This is an optimization exercise on Yosys and OpenROAD, whose aim is a short achievable clock period and few clock cycles, not a production implementation. Only simulation tests tie the RTL to the original design; equivalence was not proved.

==> inputs of 08-20 <==
## tfac_core
module tfac_core (
    input  wire        clk,
    input  wire        rst,               
    input  wire        cfg_decode_halt,   
    input  wire        cfg_mem_halt,      
    input  wire [3:0]  bp_en,
    input  wire [63:0] bp_addr,           
    input  wire        resume,            
    output wire        paused,
    output wire        halted,
    output reg         ram_req,
    output reg         ram_we,
    output reg  [12:0] ram_addr,
    output reg  [15:0] ram_wdata,
    input  wire        ram_gnt,
    input  wire [15:0] ram_rdata,         
    output reg         cin_req,
    output reg         cin_int,           
    input  wire        cin_valid,
    input  wire        cin_eof,
    input  wire [15:0] cin_data,
    output reg         cout_valid,
    output reg         cout_int,          
    output reg  [15:0] cout_data,
    input  wire        cout_ready,
    output reg         diag_valid,
    output reg  [2:0]  diag_code,
    output reg  [15:0] diag_addr,
    output reg  [15:0] diag_data,
    input  wire [3:0]  dbg_sel,
    output wire [15:0] dbg_data,
    output wire        flag_z,
    output wire        flag_c,
    output wire [15:0] ir
);
    localparam D_DECODE  = 3'd1;
    localparam D_UNMAP_R = 3'd2;
    localparam D_UNMAP_W = 3'd3;
    localparam D_IO_EXH  = 3'd4;
    localparam CL = 5;                   
    localparam CN = 1 << CL;
    localparam TW = 13 - CL;             
    localparam IO_IDLE = 2'd0;
    localparam IO_CIN  = 2'd1;           
    localparam IO_COUT = 2'd2;           
    localparam IO_FCIN = 2'd3;           
    reg [15:0] regs [0:14];              
    reg [15:0] pc_q;                     
    reg        z_q, c_q;
    reg [15:0] ir_q;
    reg        halted_q, paused_q;
    reg        pause_pend;               
    assign paused   = paused_q;
    assign halted   = halted_q;
    assign dbg_data = (dbg_sel == 4'd15) ? pc_q : regs[dbg_sel];
    assign flag_z   = z_q;
    assign flag_c   = c_q;
    assign ir       = ir_q;
    wire running = !halted_q && !paused_q && !pause_pend;
    reg [15:0]   c_data [0:CN-1];
    reg [TW-1:0] c_tag  [0:CN-1];
  ...
==> flow/config.mk <==
export PLATFORM = sky130hd
export DESIGN_NAME = tfac_core
export DESIGN_NICKNAME = tfac_core
export VERILOG_FILES = /design/flow/design.v
export SDC_FILE = /design/flow/constraint.sdc
export NUM_CORES = 4
export LEC_CHECK = 0
export ABC_CLOCK_PERIOD_IN_PS = 4500
export CAP_MARGIN = 20
export CORE_MARGIN = 2
export CORE_UTILIZATION = 45
export PLACE_DENSITY = 0.65
export SETUP_SLACK_MARGIN = 4.5
export SLEW_MARGIN = 20
export TNS_END_PERCENT = 5
==> flow/constraint.sdc <==
create_clock -name core_clock -period 10.0 [get_ports {clk}]
set_input_delay 2.0000 -clock core_clock [delete_from_list [all_inputs] [get_ports {clk}]]
set_output_delay 2.0000 -clock core_clock [all_outputs]
set_load 0.01 [all_outputs]
run.sh (not shown) runs the stock make flow with config.mk's settings and CLKGATE_MAP_FILE= SYNTH_SCRIPT=/design/flow/synth_recipe.tcl, a recipe that flattens the netlist after the stock synthesis.
==> 03-08 (differences from 08-20) <==
Settings changed: CORE_UTILIZATION 45 to 40, PLACE_DENSITY 0.65 to 0.6.
==> 06-05 (differences from 08-20) <==
--- a/flow/design.v
+++ b/flow/design.v
@@ -220,15 +220,14 @@
     endfunction
     wire ls_cin  = sum_is(vrn3, imm6, 16'hF000) || sum_is(vrn3, imm6, 16'hF002);
     wire ls_cout = sum_is(vrn3, imm6, 16'hF001) || sum_is(vrn3, imm6, 16'hF003);
     wire ea_cin  = is_pop  ? ((sp == 16'hF000) || (sp == 16'hF002)) : ls_cin;
     wire ea_cout = is_push ? ((sp == 16'hF002) || (sp == 16'hF004)) : ls_cout;
     wire ea_io   = is_wr ? ea_cout : ea_cin;
     reg        sb_v;
-    reg        sw_v;                     
     reg [15:0] sb_addr;
     reg [15:0] sb_data;
     wire pop_fwd = is_pop && sb_v && (sp == sb_addr);
     reg        cfg_dh, cfg_mh;
     reg [3:0]  bpen_q;
     reg [63:0] bpa_q;
     always @(posedge clk) begin
@@ -293,24 +292,22 @@
                 ex_go = cin_done || cout_done;
             else if (pop_fwd)
                 ex_go = 1'b1;
             else if (ea_ram) begin
                 ex_go = ram_gnt;
                 go_lw = ram_gnt && !is_wr;
             end else if (ea_io) begin
-                ex_go    = is_wr ? cout_ready : (cin_valid || ra_ok);
-                start_io = is_wr ? !cout_ready : !cin_valid;
+                ex_go    = (is_wr && cout_ready) || (!is_wr && ra_ok);
+                start_io = !(is_wr && cout_ready);
             end else
                 ex_go = 1'b1;                            
         end
     end
-    wire        cin_fmt  = (io_st == IO_IDLE) ? ea[1] : io_addr[1];
     wire [15:0] cin_word = cin_eof ? 16'h0000 :
-                           (cin_fmt ? cin_data : {8'h00, cin_data[7:0]});
-    wire        cin_in   = io_wait || (ea_io && !is_wr && cin_valid);
+                           (io_addr[1] ? cin_data : {8'h00, cin_data[7:0]});
     reg        w_en;   reg [3:0] w_reg;  reg [15:0] w_val;      
     reg        s_en;   reg [15:0] s_val;                        
     reg        f_en;                                            
     reg        redir;                                           
     reg        late_pc;                                         
     reg        dg_en;  reg [2:0] dg_code; reg [15:0] dg_addr, dg_data;
     reg        mdiag;
@@ -349,31 +346,31 @@
         end else if (is_str) begin
             if (!ea_ram && !ea_cout) begin
                 dg_en = 1'b1; dg_code = D_UNMAP_W; dg_addr = ea; dg_data = st_val;
                 mdiag = 1'b1;
             end
         end else begin
             w_reg = is_ldr ? rd3 : f118;
-            w_val = cin_in ? cin_word : (pop_fwd ? sb_data : 16'h0000);
+            w_val = io_wait ? cin_word : (pop_fwd ? sb_data : 16'h0000);
             if (pop_fwd) begin
                 w_en = (f118 != 4'd15);
                 if (f118 == 4'd14)
                     w_val = sb_data + 16'd1;
                 else
                     s_en = 1'b1;
                 redir = (f118 == 4'd15);
             end else if (!ea_ram) begin
-                w_en = !(!cin_in && ea_io);
+                w_en = !(!io_wait && ea_io);
                 if (is_pop && f118 == 4'd14) begin
                     w_val = w_val + 16'd1;
                 end else if (is_pop)
                     s_en = 1'b1;
-                if (cin_in) begin
+                if (io_wait) begin
                     if (cin_eof) begin
-                        dg_en = 1'b1; dg_code = D_IO_EXH; dg_addr = io_wait ? io_addr : ea; dg_data = 16'h0000;
+                        dg_en = 1'b1; dg_code = D_IO_EXH; dg_addr = io_addr; dg_data = 16'h0000;
                         mdiag = 1'b1;
                     end
                 end else if (!ea_io) begin
                     dg_en = 1'b1; dg_code = D_UNMAP_R; dg_addr = ea; dg_data = 16'h0000;
                     mdiag = 1'b1;
                 end
             end else if (is_pop) begin
@@ -510,28 +507,26 @@
     wire lw_pc   = lw_v && (lw_reg == 4'd15);
     wire st_go   = ex_go && is_wr && ea_ram;
     wire st_kill = st_go && sum_is(ea_b, {{10{ea_o[5]}}, ea_o}, fa);
     wire st_kill_b = st_go && sum_is(ea_b, {{10{ea_o[5]}}, ea_o}, fa + 16'd1);
     wire kill    = stop || late_redir || pop_pc || st_kill || lp_chk || (st_kill1 && ex_go);
     wire flush   = any_redir || stop || late_redir || pop_pc || lp_chk || (st_kill1 && ex_go);
     wire dlv_ok  = running && !lw_pc && !kill;
-    wire sw_hit0 = sw_v && (want == sb_addr);
-    wire sw_hit1 = sw_v && (want_inc == sb_addr);
-    wire av0     = dlv_ok && (c_hit || rd_ok) && !sw_hit0;
-    wire av1     = av0 && c_hit1 && !st_kill_b && !sw_hit1;
+    wire av0     = dlv_ok && (c_hit || rd_ok);
+    wire av1     = av0 && c_hit1 && !st_kill_b;
     wire rem_s1  = !flush && ex_v && s1_v && ex_go && !i1;         
     wire rem_s0  = !flush && ex_v && !s1_v && !ex_go;              
     wire rem_2   = !flush && ex_v && s1_v && !ex_go;               
     wire rem_0   = !(rem_s1 || rem_s0 || rem_2);
     wire deliver = rem_0 ? av0 : ((rem_s1 || rem_s0) && av0);
     wire acc_fast = !ex_v || !s1_v || (!is_mem && !rd_lw);
     wire [15:0] fq = redir_go ? rtgt :
                      ((acc_fast && rd_ok) ? fa + 16'd1 : fa);
     wire fetch_req = running && !port_data;
-    wire slow_fetch = running && !ex_v && !lw_pc && !lp_chk && (fa[15:13] != 3'b000) && (io_st == IO_IDLE);
+    wire slow_fetch = running && !ex_v && !lw_pc && (fa[15:13] != 3'b000) && (io_st == IO_IDLE);
     wire fa_cin     = (fa == 16'hF000) || (fa == 16'hF002);
     wire fcin_done  = (io_st == IO_FCIN) && cin_valid;
     reg bp_want, bp_want1, bp_fa;
     integer k;
     always @* begin
         bp_want = 1'b0;
         bp_want1 = 1'b0;
@@ -570,15 +565,14 @@
             c_q        <= 1'b0;
             ir_q       <= 16'h0000;
             halted_q   <= 1'b0;
             paused_q   <= 1'b0;
             pause_pend <= 1'b0;
             c_val      <= {CN{1'b0}};
             sb_v       <= 1'b0;
-            sw_v       <= 1'b0;
             sb_addr    <= 16'h0000;
             sb_data    <= 16'h0000;
             fa         <= 16'h0000;
             pf_v       <= 1'b0;
             pf_addr    <= 16'h0000;
             ex_v       <= 1'b0;
             s1_v       <= 1'b0;
@@ -603,22 +597,22 @@
                 end else
                     regs[lw_reg] <= lw_inc ? ram_rdata + 16'd1 : ram_rdata;
             end
             if (pause_pend) begin
                 pause_pend <= 1'b0;
                 paused_q   <= 1'b1;
             end
-            if (pf_v && pf_addr[15:13] == 3'b000) begin
+            if (pf_v && pf_addr[15:13] == 3'b000 &&
+                !(st_go && ea[CL-1:0] == pf_addr[CL-1:0])) begin
                 c_data[pf_addr[CL-1:0]] <= ram_rdata;
                 c_tag[pf_addr[CL-1:0]]  <= pf_addr[12:CL];
                 c_val[pf_addr[CL-1:0]]  <= 1'b1;
             end
-            if (sw_v && c_val[sb_addr[CL-1:0]] && c_tag[sb_addr[CL-1:0]] == sb_addr[12:CL])
-                c_data[sb_addr[CL-1:0]] <= sb_data;
-            sw_v <= st_go;
+            if (st_go && c_val[ea[CL-1:0]] && c_tag[ea[CL-1:0]] == ea[12:CL])
+                c_data[ea[CL-1:0]] <= st_val;
             if (st_go) begin
                 sb_v    <= 1'b1;
                 sb_addr <= ea;
                 sb_data <= st_val;
             end
             pf_v    <= fetch_gnt;
             pf_addr <= fq;
@@ -762,12 +756,11 @@
             end
             if (paused_q && resume) begin
                 paused_q <= 1'b0;
                 fa       <= pc_q;
                 pf_v     <= 1'b0;
                 c_val    <= {CN{1'b0}};
                 sb_v     <= 1'b0;
-                sw_v     <= 1'b0;
             end
         end
     end
 endmodule
Settings changed: CORE_UTILIZATION 45 to 40, PLACE_DENSITY 0.65 to 0.6.
==> summary of the runs <==
03-08 ran to the end with no violations. 08-20 produced a layout that fails on max-capacitance violations, max-slew violations. 06-05 finished with timing, DRC and antenna clean.
In 06-05 the cell area is larger than in 08-20, by 1.6%.
Utilization is about the same in 06-05 and 03-08.
Testbench counts of 08-20, summed over its fixed seeds: cycles 26,787.
Testbench counts of 03-08, summed over its fixed seeds: cycles 26,787.
Testbench counts of 06-05, summed over its fixed seeds: cycles 26,821.

==> what the ideal ports hide <==
How much do the figures lean on ideal ports? The routed layouts below were timed once more, with nothing changed but the port constraints.
Step 1, drivers: a clkbuf_16 drives clk and a buf_2 each remaining input, both assumed.
Step 2 times the ports against the registers' clock, not the clock port: input delays grow and output delays shrink by t, the midpoint of the rising clock arrivals with the driver on.
Slacks: no drivers / after step 1 / after step 2; pairs: no drivers / after step 1.
| run | shift t [ns] | setup WS [ns] | worst data-port slew with drivers (ns) | cell pins on the clock port's net |
|---|---|---|---|---|
| 08-20 | 1.000 | 2.428 / 2.312 / 2.464 | 0.12 | 1 |
| 03-08 | 1.014 | 2.459 / 2.355 / 2.459 | 0.13 | 1 |
| 06-05 | 1.021 | 2.270 / 2.270 / 2.008 | 0.16 | 1 |
For 06-05, which loses most, drivers alone change the setup slack by 0.000 ns; drivers and shift together by -0.262 ns.
